This design comes from an exercise in tuning for small area, a short achievable clock period and few clock cycles on the open sky130 flow, not from production work.
Power figures rest on the tool's default switching activity, not on a simulated workload.

==> v19: inputs <==
// iec61937_framer
module iec61937_framer (
    input             clk,
    input             rst,
    input             cmd_valid,
    output            cmd_ready,
    input      [7:0]  cmd_op,
    input      [31:0] cmd_arg,
    input      [31:0] cmd_dur,
    input      [31:0] cmd_cap,
    input             au_valid,
    output            au_ready,
    input      [7:0]  au_data,
    output            out_valid,
    input             out_ready,
    output     [7:0]  out_data,
    output            rsp_valid,
    output     [3:0]  rsp_status,
    output     [31:0] rsp_out_len,
    output            rsp_consumed,
    output            mem_we,
    output            mem_re,
    output     [18:0] mem_addr,
    output     [7:0]  mem_wdata,
    input      [7:0]  mem_rdata
);
clock: 8.0 ns
lec_check: 0
cap_margin: 20
core_margin: 2
core_utilization: 40
place_density: 0.6
setup_slack_margin: 2
slew_margin: 20
run.sh (not shown) runs the stock make flow with config.mk's settings and CLKGATE_MAP_FILE= SYNTH_SCRIPT=/design/flow/synth_recipe.tcl, a recipe that flattens the netlist after the stock synthesis.
==> inputs of v11, as changes to v19 <==
--- a/flow/design.v
+++ b/flow/design.v
@@ -23,36 +23,28 @@
     output     [7:0]  mem_wdata,
     input      [7:0]  mem_rdata
 );
     localparam [3:0] ST_OK = 4'd0, ST_NULL = 4'd5, ST_DUR = 4'd6, ST_BUF = 4'd7, ST_BAD = 4'd8;
     localparam IDLE = 0, DEC = 1, CADD = 2, CCHK = 3, WR = 4, INTK = 5, PLAN0 = 6,
                FETCH = 7, EV = 8, PEND = 9, HDR = 10, SUB = 11, UPD = 12, RW0 = 13,
                ZC = 14, TERM = 15, PAY = 16, ZERO = 17, ZDONE = 18, FIN = 19, RESP = 20,
-               EV0 = 21, PD = 22;
-    localparam NS = 23;
+               EV0 = 21, PD = 22, PW = 23, EV1 = 24, CADD0 = 25, UPL = 26, ZC0 = 27;
+    localparam NS = 28;
     function [18:0] inc19(input [18:0] a);
         integer j;
-        reg c;
         begin
-            c = 1'b1;
-            for (j = 0; j < 19; j = j + 1) begin
-                inc19[j] = a[j] ^ c;
-                c = c & a[j];
-            end
+            for (j = 0; j < 19; j = j + 1)
+                inc19[j] = a[j] ^ (&(a | ~((19'd1 << j) - 19'd1)));
         end
     endfunction
     function [18:0] dec19(input [18:0] a);
         integer j;
-        reg b;
         begin
-            b = 1'b1;
-            for (j = 0; j < 19; j = j + 1) begin
-                dec19[j] = a[j] ^ b;
-                b = b & ~a[j];
-            end
+            for (j = 0; j < 19; j = j + 1)
+                dec19[j] = a[j] ^ ~(|(a & ((19'd1 << j) - 19'd1)));
         end
     endfunction
     reg [NS-1:0] st;
     reg          rdy;              
     reg        c_op20, c_op21, c_op22, c_argok, c_a16, c_big, c_durbad, c_ge16k, c_ge64k;
     reg [18:0] L;                  
     reg        Lz;                 
@@ -74,54 +66,35 @@
     reg        O_v, K_v, s1_v, we_r, we_pass;
     reg [3:0]  r_status;
     reg        r_burst, r_consumed;
     wire can_direct = !K_v && !s1_v;
     wire can_ram    = !K_v || !s1_v;
     wire tok_imm    = (st[HDR] || st[SUB] || st[TERM] || (st[ZERO] && !r2z)) && can_direct;
     wire pay_ram    = st[PAY] && !r2z && !eq && can_ram;
-    wire pay_au     = st[PAY] && !r2z && eq && take_au && !Lz && can_direct;
-    wire free_in    = (st[INTK] || ((st[ZERO] || st[ZDONE]) && stored_now)) && !Lz;
+    reg  free_st, pass_st, fre;     
+    wire pay_au     = pass_st && !r2z && eq && !Lz && can_direct;
+    wire free_in    = free_st && !Lz;
     wire au_fire    = au_valid && (pay_au || free_in);
     wire pass_fire  = au_valid && pay_au;
-    wire fetch_re   = st[FETCH] && (tb != 3'd4);
+    wire fetch_re   = fre;
     wire r2_dec     = pay_ram || pass_fire || (st[ZERO] && tok_imm);
-    wire [2:0]  n_sub  = k - {2'd0, f_pend};
-    wire [3:0]  a0lo   = 4'd12 + {3'd0, f_pend} - {1'b0, k} - {3'd0, nt};
+    reg  [3:0]  a0lo;              
+    reg  [2:0]  n1;                
     wire [16:0] capx   = {f_rate16 ? 10'h1FF : 10'h07F, a0lo, 3'd0};    
     wire [16:0] per_m16 = f_rate16 ? 17'd65520 : 17'd16368;
     wire [17:0] per     = f_rate16 ? 18'd65536 : 18'd16384;
-    reg  [20:0] x1;
-    reg         neg1, cin1;
-    always @(*) begin
-        x1 = {2'd0, E_len}; neg1 = 1'b0; cin1 = 1'b0;
-        if (st[FETCH]) begin                        
-            x1 = 21'd8; neg1 = 1'b1; cin1 = 1'b1;
-        end
-        if (st[EV0] || st[EV]) begin                
-            neg1 = 1'b1; cin1 = 1'b1;
-        end
-        if (st[PEND]) begin                         
-            x1 = {4'd0, capx}; neg1 = 1'b1;
-        end
-        if (st[RW0]) begin                          
-            x1 = {4'd0, per_m16}; neg1 = 1'b1; cin1 = 1'b1;
-        end
-        if (st[ZC]) begin                           
-            x1 = {3'd0, per}; neg1 = 1'b1;
-        end
-    end
-    wire [20:0] sum1 = R1 + (x1 ^ {21{neg1}}) + {20'd0, cin1};
-    reg  [15:0] y2;
-    always @(*) begin
-        y2 = pcm;
-        if (st[EV0] || st[EV])  y2 = {3'd0, R2[12:0]};
-        if (st[WR])  y2 = {3'd0, odur};
-    end
-    wire [16:0] sum2 = (st[EV0] || st[EV]) ? {1'b0, y2} - {4'd0, E_dur} : {1'b0, y2} + {4'd0, E_dur};
-    wire [4:0]  pd_lo = {1'b0, R2[6:3]} + {2'd0, n_sub} + {4'd0, |R2[2:0]} + 5'd1;
+    reg  [20:0] X;
+    reg         cx;
+    reg  [16:0] Y;
+    reg         cy, sel_r2, sel_odur;
+    wire [20:0] sum1 = R1 + X + {20'd0, cx};
+    wire [16:0] y2   = sel_r2 ? {4'd0, R2[12:0]} : sel_odur ? {4'd0, odur} : {1'b0, pcm};
+    wire [16:0] sum2 = y2 + Y + {16'd0, cy};
+    wire [3:0]  a0lo_c = 4'd12 + {3'd0, f_pend} - {1'b0, k} - {3'd0, nt};
+    wire [4:0]  pd_lo = {1'b0, R2[6:3]} + {2'd0, n1} + {4'd0, |R2[2:0]};
     wire [9:0]  pd_hi = pd_lo[4] ? R2[16:7] + 10'd1 : R2[16:7];
     wire [13:0] pd    = {pd_hi, pd_lo[3:0]};
     reg [7:0] imm;
     always @(*) begin
         imm = 8'h00;
         if (st[HDR]) begin
             case (bc)
@@ -194,22 +167,23 @@
         if (we_r && !tsel) begin
             A_d = A_inc;
             if (we_pass) S_d = A_inc;
         end
         if (au_fire) L_d = L_dec;
         if (rdy) L_d = cmd_arg[18:0];
         if (r2_dec) R2_d = R2_dec;
-        if (st[DEC]) R2_d = {4'd0, E_dur};
-        if (st[PLAN0]) R2_d = {4'd0, odur};
-        if (st[EV] && ev_take) R2_d = sum2;
+        if ((st[EV] && ev_take) || (st[FETCH] && tb == 3'd1 && !cw && !emit && k == 3'd0))
+            R2_d = sum2;
         if (st[PEND]) R2_d = split ? capx : ~sum1[16:0];
         if (st[PAY] && r2z) R2_d = R1[16:0];
     end
     reg [NS-1:0] stn;
     always @(posedge clk) begin
+        a0lo <= a0lo_c;
+        n1   <= k - {2'd0, f_pend} + 3'd1;
         if (st[DEC] && c_op20 && c_argok)
             eq <= 1'b1;
         else if (pay_ram || (we_r && !tsel && !we_pass))
             eq <= (A_inc == S);
         if (r2_dec)
             r2z <= (R2 == 17'd1);
         else if (st[PEND])
@@ -261,28 +235,36 @@
         if (au_fire) begin
             hold    <= au_data;
             we_r    <= 1'b1;
             we_pass <= pass_fire;
         end
         if (st[FETCH]) begin
             tb <= tb + 3'd1;
-            if (tb == 3'd0 && !cw && !emit)
-                R1 <= sum1;                                  
+            if (tb == 3'd0) begin
+                X  <= ~21'd8;                                
+                cx <= 1'b1;
+            end
+            if (tb == 3'd1 && !cw && !emit)
+                R1 <= sum1;
             if (tb != 3'd0)
                 E <= {E[23:0], mem_rdata};
         end
         stn = st;
         case (1'b1)
             st[IDLE], st[RESP]: begin
                 if (cmd_valid)
                     stn = 1 << DEC;
                 else
                     stn = 1 << IDLE;
             end
             st[DEC]: begin
+                Y          <= {4'd0, E_dur};
+                cy         <= 1'b0;
+                sel_r2     <= 1'b0;
+                sel_odur   <= 1'b1;
                 r_burst    <= 1'b0;
                 r_consumed <= 1'b0;
                 r_status   <= ST_OK;
                 stored_now <= 1'b0;
                 split      <= 1'b0;
                 nt         <= 1'b0;
                 emit       <= 1'b0;
@@ -337,15 +319,15 @@
                     tsel <= 1'b1;
                     tb   <= 3'd0;
                     stn  = 1 << FETCH;
                 end
             end
             st[CCHK]: begin
                 cw    <= 1'b0;
-                E     <= {L, R2[12:0]};
+                E     <= {L, Y[12:0]};
                 if (c_big || R1 > 21'd327680) begin
                     r_status <= ST_BUF;
                     stn      = 1 << RESP;
                 end else begin
                     stored_now <= 1'b1;
                     r_consumed <= 1'b1;
                     cur        <= head + count;
@@ -366,75 +348,113 @@
                     hold <= E[31:24];
                     E    <= {E[23:0], 8'd0};
                     we_r <= 1'b1;
                     tb   <= tb + 3'd1;
                 end else begin
                     tsel <= 1'b0;
                     if (emit)
-                        stn = 1 << ZC;
+                        stn = 1 << ZC0;
                     else if (odur[12:10] == 3'd0)
                         stn = 1 << INTK;
                     else
                         stn = 1 << PLAN0;
                 end
             end
             st[INTK]: begin
                 if (Lz)
                     stn = 1 << RESP;
             end
             st[PLAN0]: begin
+                Y          <= 17'd0;
+                cy         <= 1'b0;
+                sel_r2     <= 1'b0;
+                sel_odur   <= 1'b1;
                 R1  <= {4'd0, f_rate16 ? 10'h1FF : 10'h07F, 4'd12 + {3'd0, f_pend}, 3'd0};
                 k   <= 3'd0;
                 cur <= head;
                 if (count == 3'd0)
-                    stn = 1 << PEND;
+                    stn = 1 << PW;
                 else begin
                     tsel <= 1'b1;
                     tb   <= 3'd0;
                     stn  = 1 << FETCH;
                 end
             end
             st[FETCH]: begin
                 if (tb == 3'd4) begin
                     tsel <= 1'b0;
                     if (cw)
-                        stn = 1 << CADD;
+                        stn = 1 << CADD0;
                     else if (!emit)
                         stn = 1 << EV0;
                     else if (pfirst)
-                        stn = 1 << UPD;
+                        stn = 1 << UPL;
                     else
                         stn = 1 << SUB;
                 end
             end
             st[EV0]: begin
+                X        <= ~{2'd0, E_len};
+                cx       <= 1'b1;
+                Y        <= ~{4'd0, E_dur};
+                cy       <= 1'b1;
+                sel_r2   <= 1'b1;
+                sel_odur <= 1'b0;
+                stn      = 1 << EV1;
+            end
+            st[EV1]: begin
                 f_fit <= !sum1[20];
                 f_dur <= !sum2[16];
                 stn   = 1 << EV;
             end
+            st[CADD0]: begin
+                X   <= {2'd0, E_len};
+                cx  <= 1'b0;
+                stn = 1 << CADD;
+            end
+            st[SUB], st[UPL]: begin
+                X        <= {2'd0, E_len};
+                cx       <= 1'b0;
+                Y        <= {4'd0, E_dur};
+                cy       <= 1'b0;
+                sel_r2   <= 1'b0;
+                sel_odur <= 1'b0;
+                if (st[UPL] || (tok_imm && bc == 3'd7))
+                    stn = 1 << UPD;
+            end
+            st[ZC0]: begin
+                X   <= ~{3'd0, (f_rate16 ? 18'd65536 : 18'd16384)};
+                cx  <= 1'b0;
+                stn = 1 << ZC;
+            end
             st[EV]: begin
                 if (ev_take) begin
                     R1  <= sum1;
                     k   <= k + 3'd1;
                     cur <= cur + 3'd1;
                     if (!f_fit) begin
                         split <= 1'b1;
-                        stn   = 1 << PEND;
+                        stn   = 1 << PW;
                     end else if (k + 3'd1 == count)
-                        stn = 1 << PEND;
+                        stn = 1 << PW;
                     else begin
                         tsel <= 1'b1;
                         tb   <= 3'd0;
                         stn  = 1 << FETCH;
                     end
                 end else begin
                     nt  <= 1'b1;
-                    stn = 1 << PEND;
+                    stn = 1 << PW;
                 end
             end
+            st[PW]: begin
+                X   <= ~{4'd0, f_rate16 ? 10'h1FF : 10'h07F, a0lo_c, 3'd0};
+                cx  <= 1'b0;
+                stn = 1 << PEND;
+            end
             st[PEND]: begin
                 if (k == 3'd0 && stored_now)
                     stn = 1 << INTK;
                 else begin
                     take_au <= stored_now && (k == count);
                     bc      <= 3'd0;
                     emit    <= 1'b1;
@@ -444,41 +464,39 @@
             end
             st[PD]: begin
                 R1  <= {7'd0, pd};
                 stn = 1 << HDR;
             end
             st[HDR]: begin
                 if (tok_imm && bc == 3'd7) begin
-                    R1 <= {15'd0, n_sub + 3'd2, 3'd0};
+                    R1 <= {15'd0, n1 + 3'd1, 3'd0};
                     if (k == 3'd0)
-                        stn = 1 << ZC;
+                        stn = 1 << ZC0;
                     else begin
                         cur  <= head;
                         tsel <= 1'b1;
                         tb   <= 3'd0;
                         stn  = 1 << FETCH;
                     end
                 end
             end
-            st[SUB]: begin
-                if (tok_imm && bc == 3'd7)
-                    stn = 1 << UPD;
-            end
             st[UPD]: begin
                 R1     <= sum1;
                 pcm    <= sum2[15:0];
                 k      <= k - 3'd1;
                 pfirst <= 1'b0;
+                X  <= ~{4'd0, per_m16};
+                cx <= 1'b1;
                 if (k == 3'd1 && split)
                     stn = 1 << RW0;
                 else begin
                     head  <= head + 3'd1;
                     count <= count - 3'd1;
                     if (k == 3'd1)
-                        stn = 1 << ZC;
+                        stn = 1 << ZC0;
                     else begin
                         cur  <= head + 3'd1;
                         tsel <= 1'b1;
                         tb   <= 3'd0;
                         stn  = 1 << FETCH;
                     end
                 end
@@ -516,20 +534,26 @@
                 f_pend      <= split;
                 r_burst     <= 1'b1;
                 stn         = 1 << RESP;
             end
             default: stn = 1 << IDLE;
         endcase
         st  <= stn;
+        free_st <= stn[INTK] || ((stn[ZERO] || stn[ZDONE]) && stored_now);
+        pass_st <= stn[PAY] && take_au;
+        fre     <= stn[FETCH] && (!st[FETCH] || tb != 3'd3);
         rdy <= stn[IDLE] | stn[RESP];
         if (rst) begin
             st     <= 1 << IDLE;
             rdy    <= 1'b1;
             f_open <= 1'b0;
             O_v    <= 1'b0;
             K_v    <= 1'b0;
             s1_v   <= 1'b0;
             we_r   <= 1'b0;
             tsel   <= 1'b0;
+            free_st <= 1'b0;
+            pass_st <= 1'b0;
+            fre    <= 1'b0;
         end
     end
 endmodule
Settings changed: SETUP_SLACK_MARGIN 2 to 5, TNS_END_PERCENT set to 3.
==> inputs of v22, as changes to v19 <==
Settings changed: SETUP_SLACK_MARGIN 2 to 5.
==> comparison <==
- The highest count of clock-buffer cells in the layout belongs to v11, the lowest to v22.
- The highest power belongs to v22, the lowest to v19.
- In v11 the die area is larger than in v19, by 8.6%.
- Clock power: v11 > v19 > v22.
- Cell count, highest first: v11, v22, v19.
- First-iteration DRC count, lowest first: v11, v19, v22.
- Flip-flop and latch count is the same in v22 and v19.
No run of this note included a check of the RTL's function; only the layout flow was run.

[port drivers added, routing unchanged]
The flow's constraints put no driver on any port. The routed layouts listed below were extracted and timed again, unchanged, in two steps.
Step 1, drivers: a clkbuf_16 drives clk and a buf_2 each remaining input, both assumed.
Step 2 adds t to the input delays and takes it off the output delays; t is the mean of the earliest and latest rising clock arrival at the registers after step 1. Input paths then give back, and output paths get back, about the clock's delay inside the block.
a / b / c = ideal / step 1 / step 2; a / b = the first two.
run	t (ns)	setup WS [ns]	worst register clock-pin slew, ns
v19	0.618	2.160 / 2.160 / 2.160	0.07 / 0.07
v11	0.633	4.303 / 4.303 / 3.848	0.07 / 0.07
v22	0.620	3.574 / 3.574 / 3.574	0.07 / 0.07
After both steps every run listed still meets setup and hold. For v11, which loses most, drivers alone change the setup slack by 0.000 ns; drivers and shift together by -0.455 ns.
